From an optimization exercise on the open Yosys and OpenROAD flow, aimed at small area, a short achievable clock period and few clock cycles per item; shortcuts taken in it are not production practice.
Function was checked by simulation only, so behaviour that the tests miss may differ from the original.
Power figures rest on the tool's default switching activity, not on a simulated workload.

$ cat flow/flow/run.sh
#!/bin/bash
# The standard layout (standard.sh), with plain buf_1 cells as the port buffers.
export BUFFER_PORTS_ARGS="-buffer_cell sky130_fd_sc_hd__buf_1"
bash standard.sh > standard_run.log 2>&1
$ cat flow/standard.sh
#!/bin/bash
# synth_recipe.tcl (not shown) runs the flow's synth.tcl, then flattens the netlist and writes it again
# the make line also repeats each setting of config.mk as NAME=value (left out here)
make -C /OpenROAD-flow-scripts/flow DESIGN_CONFIG=/design/flow/config.mk WORK_HOME=/design/flow/orfs CLKGATE_MAP_FILE= SYNTH_SCRIPT=/design/flow/synth_recipe.tcl "${@:-finish}"
$ cat flow/config.mk
export PLATFORM = sky130hd
export DESIGN_NAME = cnetz_rxdec
export DESIGN_NICKNAME = cnetz_rxdec
export VERILOG_FILES = /design/flow/design.v
export SDC_FILE = /design/flow/constraint.sdc
export NUM_CORES = 4
export LEC_CHECK = 0
export CAP_MARGIN = 20
export CORE_MARGIN = 2
export CORE_UTILIZATION = 40
export SLEW_MARGIN = 20
export SYNTH_HIERARCHICAL = 1
export SYNTH_MINIMUM_KEEP_SIZE = 0
$ cat flow/constraint.sdc
create_clock -name core_clock -period 10.0 [get_ports {clk}]
set_input_delay 2.0000 -clock core_clock [delete_from_list [all_inputs] [get_ports {clk}]]
set_output_delay 2.0000 -clock core_clock [all_outputs]
set_load 0.01 [all_outputs]
$ cat flow/design.v
module cnetz_bchdec (input wire [14:0] w, output wire [6:0] data, output wire [1:0] code);
    wire n1; cnetz_x2 u1 (.a(w[0]), .b(w[4]), .y(n1));
    wire n2; cnetz_x2 u2 (.a(w[1]), .b(w[8]), .y(n2));
    wire n3; cnetz_x2 u3 (.a(w[1]), .b(w[13]), .y(n3));
    wire n4; cnetz_x2 u4 (.a(w[0]), .b(w[8]), .y(n4));
    wire n5; cnetz_x2 u5 (.a(w[3]), .b(w[10]), .y(n5));
    wire n6; cnetz_x2 u6 (.a(w[7]), .b(w[11]), .y(n6));
    wire n7; cnetz_x2 u7 (.a(w[6]), .b(w[9]), .y(n7));
    wire n8; cnetz_x2 u8 (.a(w[3]), .b(w[12]), .y(n8));
    wire n9; cnetz_x2 u9 (.a(w[9]), .b(w[11]), .y(n9));
    wire n10; cnetz_x2 u10 (.a(w[2]), .b(w[11]), .y(n10));
    wire n11; cnetz_x2 u11 (.a(w[11]), .b(w[14]), .y(n11));
    wire n12; cnetz_x2 u12 (.a(w[10]), .b(w[13]), .y(n12));
    wire n13; cnetz_x2 u13 (.a(w[12]), .b(w[13]), .y(n13));
    wire n14; cnetz_x2 u14 (.a(w[5]), .b(w[14]), .y(n14));
    wire n15; cnetz_x2 u15 (.a(w[4]), .b(w[6]), .y(n15));
    wire n16; cnetz_x2 u16 (.a(w[7]), .b(w[13]), .y(n16));
    wire n17; cnetz_x2 u17 (.a(n1), .b(n13), .y(n17));
    wire n18; cnetz_x2 u18 (.a(w[4]), .b(w[5]), .y(n18));
    wire n19; cnetz_x2 u19 (.a(w[2]), .b(w[4]), .y(n19));
    wire n20; cnetz_x2 u20 (.a(n3), .b(n14), .y(n20));
    wire n21; cnetz_x2 u21 (.a(n10), .b(n12), .y(n21));
    wire n22; cnetz_x2 u22 (.a(n2), .b(n19), .y(n22));
    wire n23; cnetz_x2 u23 (.a(n7), .b(n16), .y(n23));
    wire n24; cnetz_x2 u24 (.a(n4), .b(n9), .y(n24));
    wire n25; cnetz_x2 u25 (.a(n6), .b(n18), .y(n25));
    wire n26; cnetz_x2 u26 (.a(n8), .b(n11), .y(n26));
    wire n27; cnetz_x2 u27 (.a(n5), .b(n15), .y(n27));
    wire n28; cnetz_x2 u28 (.a(n27), .b(n21), .y(n28));
    wire n29; cnetz_x2 u29 (.a(n25), .b(n23), .y(n29));
    wire n30; cnetz_x2 u30 (.a(n22), .b(n26), .y(n30));
    wire n31; cnetz_x2 u31 (.a(n24), .b(n17), .y(n31));
    wire n32; cnetz_x2 u32 (.a(n24), .b(n20), .y(n32));
    wire n33; cnetz_x2 u33 (.a(n22), .b(n21), .y(n33));
    wire n34; cnetz_x2 u34 (.a(n22), .b(n23), .y(n34));
    wire n35; cnetz_x2 u35 (.a(n26), .b(n17), .y(n35));
    wire n36; cnetz_x2 u36 (.a(n28), .b(n35), .y(n36));
    wire n37; cnetz_x2 u37 (.a(n25), .b(n33), .y(n37));
    wire n38; cnetz_x2 u38 (.a(n27), .b(n32), .y(n38));
    wire n39; cnetz_x2 u39 (.a(n24), .b(n27), .y(n39));
    wire n40; cnetz_x2 u40 (.a(n31), .b(n33), .y(n40));
    wire n41; cnetz_x2 u41 (.a(n29), .b(n31), .y(n41));
    wire n42; cnetz_x2 u42 (.a(n28), .b(n29), .y(n42));
    wire n43; cnetz_x2 u43 (.a(n23), .b(n30), .y(n43));
    wire n44; cnetz_x2 u44 (.a(n20), .b(n37), .y(n44));
    wire n45; cnetz_x2 u45 (.a(n20), .b(n29), .y(n45));
    wire n46; cnetz_x2 u46 (.a(n22), .b(n28), .y(n46));
    wire n47; cnetz_nand2 u47 (.a(n22), .b(n24), .y(n47));
    wire n48; cnetz_nor2 u48 (.a(n41), .b(n44), .y(n48));
    wire n49; cnetz_nand2 u49 (.a(n41), .b(n44), .y(n49));
    wire n50; cnetz_nor2 u50 (.a(n22), .b(n24), .y(n50));
    wire n51; cnetz_o22ai u51 (.a(n47), .b(n48), .c(n49), .d(n50), .y(n51));
    cnetz_x2 u52 (.a(w[8]), .b(n51), .y(data[0]));
    wire n53; cnetz_nand2 u53 (.a(n42), .b(n24), .y(n53));
    wire n54; cnetz_nor2 u54 (.a(n40), .b(n23), .y(n54));
    wire n55; cnetz_nand2 u55 (.a(n40), .b(n23), .y(n55));
    wire n56; cnetz_nor2 u56 (.a(n42), .b(n24), .y(n56));
    wire n57; cnetz_o22ai u57 (.a(n53), .b(n54), .c(n55), .d(n56), .y(n57));
    cnetz_x2 u58 (.a(w[9]), .b(n57), .y(data[1]));
    wire n59; cnetz_nand2 u59 (.a(n27), .b(n40), .y(n59));
    wire n60; cnetz_nor2 u60 (.a(n21), .b(n44), .y(n60));
    wire n61; cnetz_nand2 u61 (.a(n21), .b(n44), .y(n61));
    wire n62; cnetz_nor2 u62 (.a(n27), .b(n40), .y(n62));
    wire n63; cnetz_o22ai u63 (.a(n59), .b(n60), .c(n61), .d(n62), .y(n63));
    cnetz_x2 u64 (.a(w[10]), .b(n63), .y(data[2]));
    wire n65; cnetz_nand2 u65 (.a(n25), .b(n24), .y(n65));
    wire n66; cnetz_nor2 u66 (.a(n21), .b(n26), .y(n66));
    wire n67; cnetz_nand2 u67 (.a(n21), .b(n26), .y(n67));
    wire n68; cnetz_nor2 u68 (.a(n25), .b(n24), .y(n68));
    wire n69; cnetz_o22ai u69 (.a(n65), .b(n66), .c(n67), .d(n68), .y(n69));
    cnetz_x2 u70 (.a(w[11]), .b(n69), .y(data[3]));
    wire n71; cnetz_nand2 u71 (.a(n41), .b(n40), .y(n71));
    wire n72; cnetz_nor2 u72 (.a(n17), .b(n26), .y(n72));
    wire n73; cnetz_nand2 u73 (.a(n17), .b(n26), .y(n73));
    wire n74; cnetz_nor2 u74 (.a(n41), .b(n40), .y(n74));
    wire n75; cnetz_o22ai u75 (.a(n71), .b(n72), .c(n73), .d(n74), .y(n75));
    cnetz_x2 u76 (.a(w[12]), .b(n75), .y(data[4]));
    wire n77; cnetz_nand2 u77 (.a(n23), .b(n21), .y(n77));
    wire n78; cnetz_nor2 u78 (.a(n17), .b(n20), .y(n78));
    wire n79; cnetz_nand2 u79 (.a(n17), .b(n20), .y(n79));
    wire n80; cnetz_nor2 u80 (.a(n23), .b(n21), .y(n80));
    wire n81; cnetz_o22ai u81 (.a(n77), .b(n78), .c(n79), .d(n80), .y(n81));
    cnetz_x2 u82 (.a(w[13]), .b(n81), .y(data[5]));
    wire n83; cnetz_nand2 u83 (.a(n36), .b(n44), .y(n83));
    wire n84; cnetz_nor2 u84 (.a(n26), .b(n20), .y(n84));
    wire n85; cnetz_nand2 u85 (.a(n26), .b(n20), .y(n85));
    wire n86; cnetz_nor2 u86 (.a(n36), .b(n44), .y(n86));
    wire n87; cnetz_o22ai u87 (.a(n83), .b(n84), .c(n85), .d(n86), .y(n87));
    cnetz_x2 u88 (.a(w[14]), .b(n87), .y(data[6]));
    wire [3:0] kc;
    cnetz_cube u_cube (.p({n39, n30, n34, n32}), .k(kc));
    wire n89; cnetz_x2 u89 (.a(kc[0]), .b(n46), .y(n89));
    wire n90; cnetz_x2 u90 (.a(kc[1]), .b(n45), .y(n90));
    wire n91; cnetz_x2 u91 (.a(kc[2]), .b(n43), .y(n91));
    wire n92; cnetz_x2 u92 (.a(kc[3]), .b(n38), .y(n92));
    wire n93; cnetz_or4 u93 (.a(n32), .b(n34), .c(n30), .d(n39), .y(n93));
    wire n94; cnetz_or4 u94 (.a(n46), .b(n45), .c(n43), .d(n38), .y(n94));
    wire n95; cnetz_nand2 u95 (.a(n46), .b(kc[1]), .y(n95));
    wire n96; cnetz_nand2 u96 (.a(n45), .b(kc[0]), .y(n96));
    wire n97; cnetz_nand2 u97 (.a(n43), .b(kc[3]), .y(n97));
    wire n98; cnetz_nand2 u98 (.a(n38), .b(kc[2]), .y(n98));
    wire n99; cnetz_x2 u99 (.a(n95), .b(n96), .y(n99));
    wire n100; cnetz_x2 u100 (.a(n97), .b(n98), .y(n100));
    wire n101; cnetz_xn2 u101 (.a(n99), .b(n100), .y(n101));
    wire n102; cnetz_nor2 u102 (.a(n89), .b(n90), .y(n102));
    wire n103; cnetz_nor2 u103 (.a(n91), .b(n92), .y(n103));
    cnetz_nand2 u104 (.a(n102), .b(n103), .y(code[1]));
    wire n105; cnetz_nor2 u105 (.a(n93), .b(n94), .y(n105));
    cnetz_a31oi u106 (.a(code[1]), .b(n101), .c(n93), .d(n105), .y(code[0]));
endmodule
module cnetz_cube(p, k);
  input [3:0] p;
  wire [3:0] p;
  output [3:0] k;
  wire [3:0] k;
  wire _00_;
  wire _01_;
  wire _02_;
  wire _03_;
  wire _04_;
  wire _05_;
    cnetz_g_or2 _06_ (.A(p[1]), .B(p[2]), .X(k[2]));
    cnetz_g_nand2 _07_ (.A(p[2]), .B(p[0]), .Y(_00_));
    cnetz_g_nand2 _08_ (.A(p[3]), .B(p[1]), .Y(_01_));
    cnetz_g_xor2 _09_ (.A(_00_), .B(_01_), .X(k[1]));
    cnetz_g_nand2b _10_ (.A_N(p[0]), .B(p[1]), .Y(_02_));
    cnetz_g_nand3 _11_ (.A(p[3]), .B(p[2]), .C(_02_), .Y(_03_));
    cnetz_g_or3 _12_ (.A(p[2]), .B(p[0]), .C(_01_), .X(_04_));
    cnetz_g_nand3b _13_ (.A_N(p[3]), .B(p[1]), .C(p[0]), .Y(_05_));
    cnetz_g_nand3 _14_ (.A(_03_), .B(_04_), .C(_05_), .Y(k[0]));
    cnetz_g_or2 _15_ (.A(p[3]), .B(p[0]), .X(k[3]));
endmodule
module cnetz_g_or2 (input wire A, input wire B, output wire X);
    assign X = (A) | (B);
endmodule
module cnetz_g_nand2 (input wire A, input wire B, output wire Y);
    assign Y = (~A) | (~B);
endmodule
module cnetz_g_xor2 (input wire A, input wire B, output wire X);
    assign X = (A&~B) | (~A&B);
endmodule
module cnetz_g_nand2b (input wire A_N, input wire B, output wire Y);
    assign Y = (A_N) | (~B);
endmodule
module cnetz_g_nand3 (input wire A, input wire B, input wire C, output wire Y);
    assign Y = (~A) | (~B) | (~C);
endmodule
module cnetz_g_or3 (input wire A, input wire B, input wire C, output wire X);
    assign X = (A) | (B) | (C);
endmodule
module cnetz_g_nand3b (input wire A_N, input wire B, input wire C, output wire Y);
    assign Y = (A_N) | (~B) | (~C);
endmodule
module cnetz_a2 (input wire a, input wire b, output wire y);
    assign y = a & b;
endmodule
module cnetz_a21o (input wire a, input wire b, input wire c, output wire y);
    assign y = (a & b) | c;
endmodule
module cnetz_a31oi (input wire a, input wire b, input wire c, input wire d, output wire y);
    assign y = ~((a & b & c) | d);
endmodule
module cnetz_maj (input wire a, input wire b, input wire c, output wire y);
    assign y = (a & b) | (a & c) | (b & c);
endmodule
module cnetz_nand2 (input wire a, input wire b, output wire y);
    assign y = ~(a & b);
endmodule
module cnetz_nand4 (input wire a, input wire b, input wire c, input wire d, output wire y);
    assign y = ~(a & b & c & d);
endmodule
module cnetz_nor2 (input wire a, input wire b, output wire y);
    assign y = ~(a | b);
endmodule
module cnetz_o21ai (input wire a, input wire b, input wire c, output wire y);
    assign y = ~((a | b) & c);
endmodule
module cnetz_o22ai (input wire a, input wire b, input wire c, input wire d, output wire y);
    assign y = ~((a | b) & (c | d));
endmodule
module cnetz_or2 (input wire a, input wire b, output wire y);
    assign y = a | b;
endmodule
module cnetz_or4 (input wire a, input wire b, input wire c, input wire d, output wire y);
    assign y = a | b | c | d;
endmodule
module cnetz_x2 (input wire a, input wire b, output wire y);
    assign y = a ^ b;
endmodule
module cnetz_xn2 (input wire a, input wire b, output wire y);
    assign y = ~(a ^ b);
endmodule
module cnetz_rxdec (
    input  wire         clk,
    input  wire         rst,           
    input  wire         in_valid,
    output wire         in_ready,
    input  wire [149:0] in_frame,
    output reg          out_valid,
    input  wire         out_ready,
    output reg  [2:0]   out_stat,      
    output wire [63:0]  out_payload,
    output wire [5:0]   out_pad,
    output wire [19:0]  out_eflags,    
    output wire [4:0]   out_errcnt
);
    localparam [2:0] ST_OK        = 3'd1;
    localparam [2:0] ST_CORRECTED = 3'd2;
    localparam [2:0] ST_UNCORR    = 3'd3;
    localparam [2:0] ST_IDLE      = 3'd4;
    wire [14:0] word [0:9];
    wire [6:0]  data [0:9];
    wire [1:0]  code [0:9];
    genvar g, c;
    generate
        for (g = 0; g < 10; g = g + 1) begin : lane
            for (c = 0; c < 15; c = c + 1) begin : bitmap
                assign word[g][14-c] = in_frame[149 - (10*c + g)];
            end
            cnetz_bchdec u_dec (
                .w    (word[g]),
                .data (data[g]),
                .code (code[g])
            );
        end
    endgenerate
    reg [69:0] info_r;       
    reg [19:0] code_r;       
    cnetz_or2 u_in_ready (.a(!out_valid), .b(out_ready), .y(in_ready));
    wire load = !out_valid || out_ready;
    always @(posedge clk) begin
        if (rst)
            out_valid <= 1'b0;
        else if (load)
            out_valid <= in_valid;
    end
    always @(posedge clk) begin
        if (load) begin
            info_r <= {data[0], data[1], data[2], data[3], data[4],
                       data[5], data[6], data[7], data[8], data[9]};
            code_r <= {code[9], code[8], code[7], code[6], code[5],
                       code[4], code[3], code[2], code[1], code[0]};
        end
    end
    assign out_payload = info_r[69:6];
    assign out_pad     = info_r[5:0];
    assign out_eflags  = code_r;
    wire [9:0] c_lo, c_hi;
    generate
        for (g = 0; g < 10; g = g + 1) begin : split
            assign c_lo[g] = code_r[2*g];
            assign c_hi[g] = code_r[2*g+1];
        end
    endgenerate
    wire [14:0] psum;        
    cnetz_ecsum u_errcnt (.a(c_lo), .b(c_hi), .o(out_errcnt), .ps(psum));
    wire idle = (&out_payload) || !(|out_payload);
    wire any_fail = |(c_lo & c_hi);
    always @* begin
        if (any_fail)
            out_stat = ST_UNCORR;
        else if (idle)
            out_stat = ST_IDLE;
        else if (!(|psum))
            out_stat = ST_OK;
        else
            out_stat = ST_CORRECTED;
    end
endmodule
module cnetz_ecsum (input wire [9:0] a, input wire [9:0] b, output wire [4:0] o, output wire [14:0] ps);
    cnetz_x2 ue1 (.a(a[0]), .b(a[1]), .y(ps[0]));
    wire e2; cnetz_x2 ue2 (.a(b[0]), .b(b[1]), .y(e2));
    cnetz_a21o ue3 (.a(a[0]), .b(a[1]), .c(e2), .y(ps[1]));
    cnetz_a2 ue4 (.a(b[0]), .b(b[1]), .y(ps[2]));
    cnetz_x2 ue5 (.a(a[2]), .b(a[3]), .y(ps[3]));
    wire e6; cnetz_x2 ue6 (.a(b[2]), .b(b[3]), .y(e6));
    cnetz_a21o ue7 (.a(a[2]), .b(a[3]), .c(e6), .y(ps[4]));
    cnetz_a2 ue8 (.a(b[2]), .b(b[3]), .y(ps[5]));
    cnetz_x2 ue9 (.a(a[4]), .b(a[5]), .y(ps[6]));
    wire e10; cnetz_x2 ue10 (.a(b[4]), .b(b[5]), .y(e10));
    cnetz_a21o ue11 (.a(a[4]), .b(a[5]), .c(e10), .y(ps[7]));
    cnetz_a2 ue12 (.a(b[4]), .b(b[5]), .y(ps[8]));
    cnetz_x2 ue13 (.a(a[6]), .b(a[7]), .y(ps[9]));
    wire e14; cnetz_x2 ue14 (.a(b[6]), .b(b[7]), .y(e14));
    cnetz_a21o ue15 (.a(a[6]), .b(a[7]), .c(e14), .y(ps[10]));
    cnetz_a2 ue16 (.a(b[6]), .b(b[7]), .y(ps[11]));
    cnetz_x2 ue17 (.a(a[8]), .b(a[9]), .y(ps[12]));
    wire e18; cnetz_x2 ue18 (.a(b[8]), .b(b[9]), .y(e18));
    cnetz_a21o ue19 (.a(a[8]), .b(a[9]), .c(e18), .y(ps[13]));
    cnetz_a2 ue20 (.a(b[8]), .b(b[9]), .y(ps[14]));
    wire e21; cnetz_x2 ue21 (.a(ps[0]), .b(ps[3]), .y(e21));
    wire e22; cnetz_x2 ue22 (.a(e21), .b(ps[6]), .y(e22));
    wire e23; cnetz_maj ue23 (.a(ps[0]), .b(ps[3]), .c(ps[6]), .y(e23));
    wire e24; cnetz_x2 ue24 (.a(ps[9]), .b(ps[12]), .y(e24));
    cnetz_x2 ue25 (.a(e24), .b(e22), .y(o[0]));
    wire e26; cnetz_maj ue26 (.a(ps[9]), .b(ps[12]), .c(e22), .y(e26));
    wire e27; cnetz_x2 ue27 (.a(ps[1]), .b(ps[4]), .y(e27));
    wire e28; cnetz_x2 ue28 (.a(e27), .b(ps[7]), .y(e28));
    wire e29; cnetz_maj ue29 (.a(ps[1]), .b(ps[4]), .c(ps[7]), .y(e29));
    wire e30; cnetz_x2 ue30 (.a(ps[10]), .b(ps[13]), .y(e30));
    wire e31; cnetz_x2 ue31 (.a(e30), .b(e23), .y(e31));
    wire e32; cnetz_maj ue32 (.a(ps[10]), .b(ps[13]), .c(e23), .y(e32));
    wire e33; cnetz_x2 ue33 (.a(e28), .b(e31), .y(e33));
    cnetz_x2 ue34 (.a(e33), .b(e26), .y(o[1]));
    wire e35; cnetz_maj ue35 (.a(e28), .b(e31), .c(e26), .y(e35));
    wire e36; cnetz_x2 ue36 (.a(ps[2]), .b(ps[5]), .y(e36));
    wire e37; cnetz_x2 ue37 (.a(e36), .b(ps[8]), .y(e37));
    wire e38; cnetz_maj ue38 (.a(ps[2]), .b(ps[5]), .c(ps[8]), .y(e38));
    wire e39; cnetz_x2 ue39 (.a(ps[11]), .b(ps[14]), .y(e39));
    wire e40; cnetz_x2 ue40 (.a(e39), .b(e37), .y(e40));
    wire e41; cnetz_maj ue41 (.a(ps[11]), .b(ps[14]), .c(e37), .y(e41));
    wire e42; cnetz_x2 ue42 (.a(e29), .b(e32), .y(e42));
    wire e43; cnetz_x2 ue43 (.a(e42), .b(e40), .y(e43));
    wire e44; cnetz_maj ue44 (.a(e29), .b(e32), .c(e40), .y(e44));
    wire e45; cnetz_x2 ue45 (.a(e38), .b(e41), .y(e45));
    wire e46; cnetz_x2 ue46 (.a(e45), .b(e44), .y(e46));
    wire e47; cnetz_maj ue47 (.a(e38), .b(e41), .c(e44), .y(e47));
    cnetz_x2 ue48 (.a(e43), .b(e35), .y(o[2]));
    wire e49; cnetz_a2 ue49 (.a(e43), .b(e35), .y(e49));
    cnetz_x2 ue50 (.a(e46), .b(e49), .y(o[3]));
    wire e51; cnetz_a2 ue51 (.a(e46), .b(e49), .y(e51));
    cnetz_x2 ue52 (.a(e47), .b(e51), .y(o[4]));
    wire e53; cnetz_a2 ue53 (.a(e47), .b(e51), .y(e53));
endmodule
==> run summary <==
Clock tree
The CTS tree is done. Clock-pin slew was measured on the worst setup and hold paths at 0.07 ns. The number of levels in the clock H-tree is 3.

The maximum number of buffers from clock root to sink is 2. CTS saw 91 sinks. The total of hold buffers inserted after clock tree synthesis is 0. The clock tree root driver cell is sky130_fd_sc_hd__clkbuf_16.

The number of buffers inserted to repair setup after CTS is 0. The number of clock buffers added by TritonCTS is 9. After clock tree synthesis, the repair step resized 0 gates. The clock reaches the later pin of the worst-skew pair after 0.35 ns.

STA
The max-slew violation count is 0. The headroom to the max-slew limit is 29.6%. Setup violations remaining at the end of the flow were counted as 0.

The total negative slack is 0 ns. The total count of hold-check failures in the final report came to 0. Setup repair after global routing left no endpoint under its margin.

The top achievable clock speed is 206 MHz. The clock period minus worst slack is 4.85 ns. For the final database, setup skew stands at 0.0122 ns. The final cycle utilization of the critical path is 48.5%. For the pin with the worst max-slew slack, the measured transition is between 1 and 1.5 ns.

Drt
The average routed wire per standard cell is 15.0 um. The overall via count from detail_route is 10000. After detailed routing, the number of vias per cell comes to 4.96. After detailed routing, the total wire length is slightly above 30000 um. The first TritonRoute pass finished after 5 iterations.

The detailed router's first-iteration violation count is 543. The number of design rule violations left after detail routing is 0. The remaining number of nets flagged by the antenna check after routing is 0.

Power
The relative contribution of combinational cells to total power is 69.9%. The power density relative to cell area is 315 nW/um2. The leakage power summed over all cells is 5.26 nW. The switching fraction of total power is 51.0%.

The register share of total power is a little over a fifth. Internal power comes to 0.00203 W. For this design the total switching power over the nets is roughly 0.0021 W. The worst-case IR drop observed on VDD is 177 uV. The total power is around 0.0041 W. The clock network is responsible for 8.4% of the overall power.

Finish
The fraction of layout cells with a size suffix above 1 is 1.59%. The multi-input combinational cell area is between 8000 and 9000 um2. The number of nets at the end of the flow is 1785. The final cell area excluding filler cells is 13200 um2. The sequential cells in the finished layout cover a total of 2720 um2. The area growth from synthesis to layout is 15.2%. The layout filler cell count is approximately 2800.

Synth
The number of synthesized flops with an enable pin is 90. The post-synthesis sequential element count is 91. After synthesis, the mean cell area works out to 8.36 um2.

For this run, asynchronously set or reset flops after synthesis account for 0%. The count of distinct cell types in the synthesized netlist is 29. The warning count from the yosys run is 7. In the synthesized netlist the dominant register cell turns out to be sky130_fd_sc_hd__edfxtp_1. The cell count after synthesis is 1366. Synthesis produced a netlist with a net count of 1520. The share of the Yosys chip area taken by registers is 23.8%. Summing every instance area after synthesis gives 11400 um2.

Job
The reported max-cap violation count is 0.

Critical path
For the worst setup path, the data required time is about 8 ns. The number of buffers and inverters on the critical path is 1. The maximum fanout encountered on the critical timing path is 4. The most frequent cell on the critical path is sky130_fd_sc_hd__xor2_1. Traced cell by cell, the critical path runs through xor2_1 -> xor2_1 -> xor2_1 -> maj3_2 -> maj3_2 -> and2_1 -> and2_1 -> xor2_1 -> buf_1. By startpoint and endpoint, the worst setup path is classified as reg -> out.

The worst setup path is captured at an output pin. STA classifies the critical path startpoint as a flip-flop. The maximum cell stage delay along the critical path is 0.55 ns. The slowest stage of the critical path is the sky130_fd_sc_hd__edfxtp_1 cell. The cell family contributing the most delay on the critical path is XOR/XNOR gates. For the worst setup path, the data arrival time is 2.85 ns.

Global routing
The via count of the first global-routing pass is a little over 9000. The global routing usage on met3 is 3.34%. Global routing used between 30% and 40% of the available met2 tracks. In the global route stage, met1 resource usage came out at 27.3%. The initial antenna violation count came to 3. Entering global routing, the biggest net connects 77 pins. After global routing, the most crowded layer is met2. After global routing the overflow that remains totals 0.

The global-route total usage across every layer is 19.4%. The first global-routing pass estimated 47500 um of wire.

Die
254 I/O pins were placed. The area of the die is 29900 um2. The die is 173 um wide.

The height of the die is roughly 170 um. The total area inside the core boundary comes to 27900 um2. The initial utilization of the core area, before any placement, comes to 40.9%. The floorplan has approximately 60 rows.

Placement
The placed instances occupy a cell area of 12900 um2. The sum of net half-perimeters after detailed placement is 25100 um. In this run the tool buffered the top-level ports with 253 buffer cells. The routability congestion estimate from global placement is between 0.8 and 0.9.

Status
The flow ran to the end and the layout has no timing, DRC or antenna violations.

Worst hold path
The path class of the tightest hold or removal check is reg -> reg.
==> final timing paths <==
kind,slack (ns),cells after the start,endpoint,startpoint
max,5.15,9,out_errcnt[4],code_r[2]
min,0.70,2,out_valid,out_valid
min reg2reg,0.70,2,out_valid,out_valid
max reg2reg,8.16,2,info_r[36],out_valid
==> metal layers <==
layer | wire length, um | vias to the layer above | part of all wire [%]
met5 | 0 | - | 0
met4 | 533 | 0 | 1.8
met3 | 1500 | 31 | 5.0
met2 | 13300 | 259 | 44
met1 | 14900 | 4596 | 49
li1 | - | 5114 | -
==> power groups by stage <==
stage	combinational [W]	sequential [W]	clock, W
after detailed placement	0.00290	0.000900	0
after global routing	0.00326	0.000923	0.000371
after global placement	0.00285	0.000906	0
after floorplan	0.00218	0.000907	0
final	0.00290	0.000899	0.000348
after CTS	0.00291	0.000897	0.000359
==> tightest hold or removal path: cells and delay by family, from the launching register on <==
kind / cells / cell delay, ns
compound gates: 1 / 0.10
flops: 1 / 0.34
simple gates: 1 / 0.22
==> flip-flops by register name, indices dropped and copies added (netlist names) <==
signal,count
info_r,70
out_valid,1
code_r,20
==> placed cells by master, fill, tap and decap left out, types with 21 or more instances in the layout <==
master,synthesis,layout
sky130_fd_sc_hd__nor4_1,22,22
sky130_fd_sc_hd__nand2_1,211,211
sky130_fd_sc_hd__buf_1,0,253
sky130_fd_sc_hd__or4_1,21,21
sky130_fd_sc_hd__nor2_1,170,170
sky130_fd_sc_hd__edfxtp_1,90,90
sky130_fd_sc_hd__xor2_1,631,631
sky130_fd_sc_hd__nand4_1,22,22
sky130_fd_sc_hd__or2_1,21,21
sky130_fd_sc_hd__o22ai_1,70,70
==> cells in the mapped netlist (5+ instances only) <==
library cell / instances / area share [%]
sky130_fd_sc_hd__nand2b_1: 11 / 0.60
sky130_fd_sc_hd__a21o_1: 5 / 0.33
sky130_fd_sc_hd__nand3b_1: 10 / 0.66
sky130_fd_sc_hd__maj3_2: 9 / 0.89
sky130_fd_sc_hd__edfxtp_1: 90 / 24
sky130_fd_sc_hd__nand3_1: 20 / 0.88
sky130_fd_sc_hd__xnor2_1: 10 / 0.77
sky130_fd_sc_hd__or4_1: 21 / 1.4
sky130_fd_sc_hd__nor2_1: 170 / 5.6
sky130_fd_sc_hd__o22ai_1: 70 / 3.8
sky130_fd_sc_hd__nand4_1: 22 / 1.2
sky130_fd_sc_hd__a31oi_1: 10 / 0.55
sky130_fd_sc_hd__xor2_1: 631 / 48
sky130_fd_sc_hd__or2_1: 21 / 1.1
sky130_fd_sc_hd__nand2_1: 211 / 6.9
sky130_fd_sc_hd__and2_1: 8 / 0.44
sky130_fd_sc_hd__or3_1: 10 / 0.55
sky130_fd_sc_hd__nor4_1: 22 / 1.2
==> Yosys stat by module (local to each module, per instance), excerpt <==
module	copies in the design	cells	flops+latches
cnetz_g_nand2	20	1	0
cnetz_or2	1	1	0
cnetz_o22ai	70	1	0
cnetz_or4	20	1	0
cnetz_maj	9	1	0
cnetz_nor2	170	1	0
cnetz_a21o	5	1	0
cnetz_g_xor2	10	1	0
cnetz_xn2	10	1	0
cnetz_g_or2	20	1	0
cnetz_a2	7	1	0
cnetz_g_nand2b	10	1	0
cnetz_a31oi	10	1	0
==> kinds of logic after synthesis <==
group | after synthesis | share of synthesized area, %
xor gates and xnor gates | 641 | 49.1
and+or+nand+nor | 530 | 20.9
AOI/OAI and AO/OA | 93 | 5.21
DFF | 91 | 23.8
adders and majority gates | 9 | 0.887
buffers and inverters | 2 | 0.0657
==> cell type report <==
class,count,area share [%]
Clock inverter,5,0.475
Inverter,2,0.0570
Clock buffer,10,1.74
Multi-Input combinational cell,1273,66.1
Timing Repair Buffer,254,7.27
Antenna cell,3,0.0570
Tap cell,378,3.59
Sequential cell,91,20.7
==> per-stage QoR <==
stage	util (%)	setup slack, ns	instances	hold slack (ns)
detailed placement	46.0	5.19	1998	0.714
finish	47.1	5.15	2016	0.701
global placement	46.0	5.18	1998	0.712
CTS	47.1	5.15	2013	0.723
floorplan	-	5.33	1366	2.07
global route	47.1	5.00	2013	0.758
Testbench counts, summed over its fixed seeds: cycles 4,008, items 4,000.

port drivers added, routing unchanged:
The results above use ideal ports. As a check the final layout listed here was re-extracted and re-timed, cells and wires unchanged.
Step 1, drivers: a clkbuf_16 drives clk and a buf_2 each remaining input, both assumed.
Step 2, shift: input delay + t, output delay - t, t = (earliest + latest rising clock arrival at the registers) / 2. This alone moves slack from input paths to output paths.
Three values: ideal, step 1, step 2; two values: the first two.
t, ns: 0.393
setup slack, ns: 5.148 / 5.101 / 5.161
worst setup path after step 2: input to register
worst data-port slew with drivers (ns): 0.08
cell pins on the clock port's net: 1
After both steps this run still meets setup and hold. For this run, drivers alone change the setup slack by -0.047 ns; drivers and shift together by +0.013 ns.
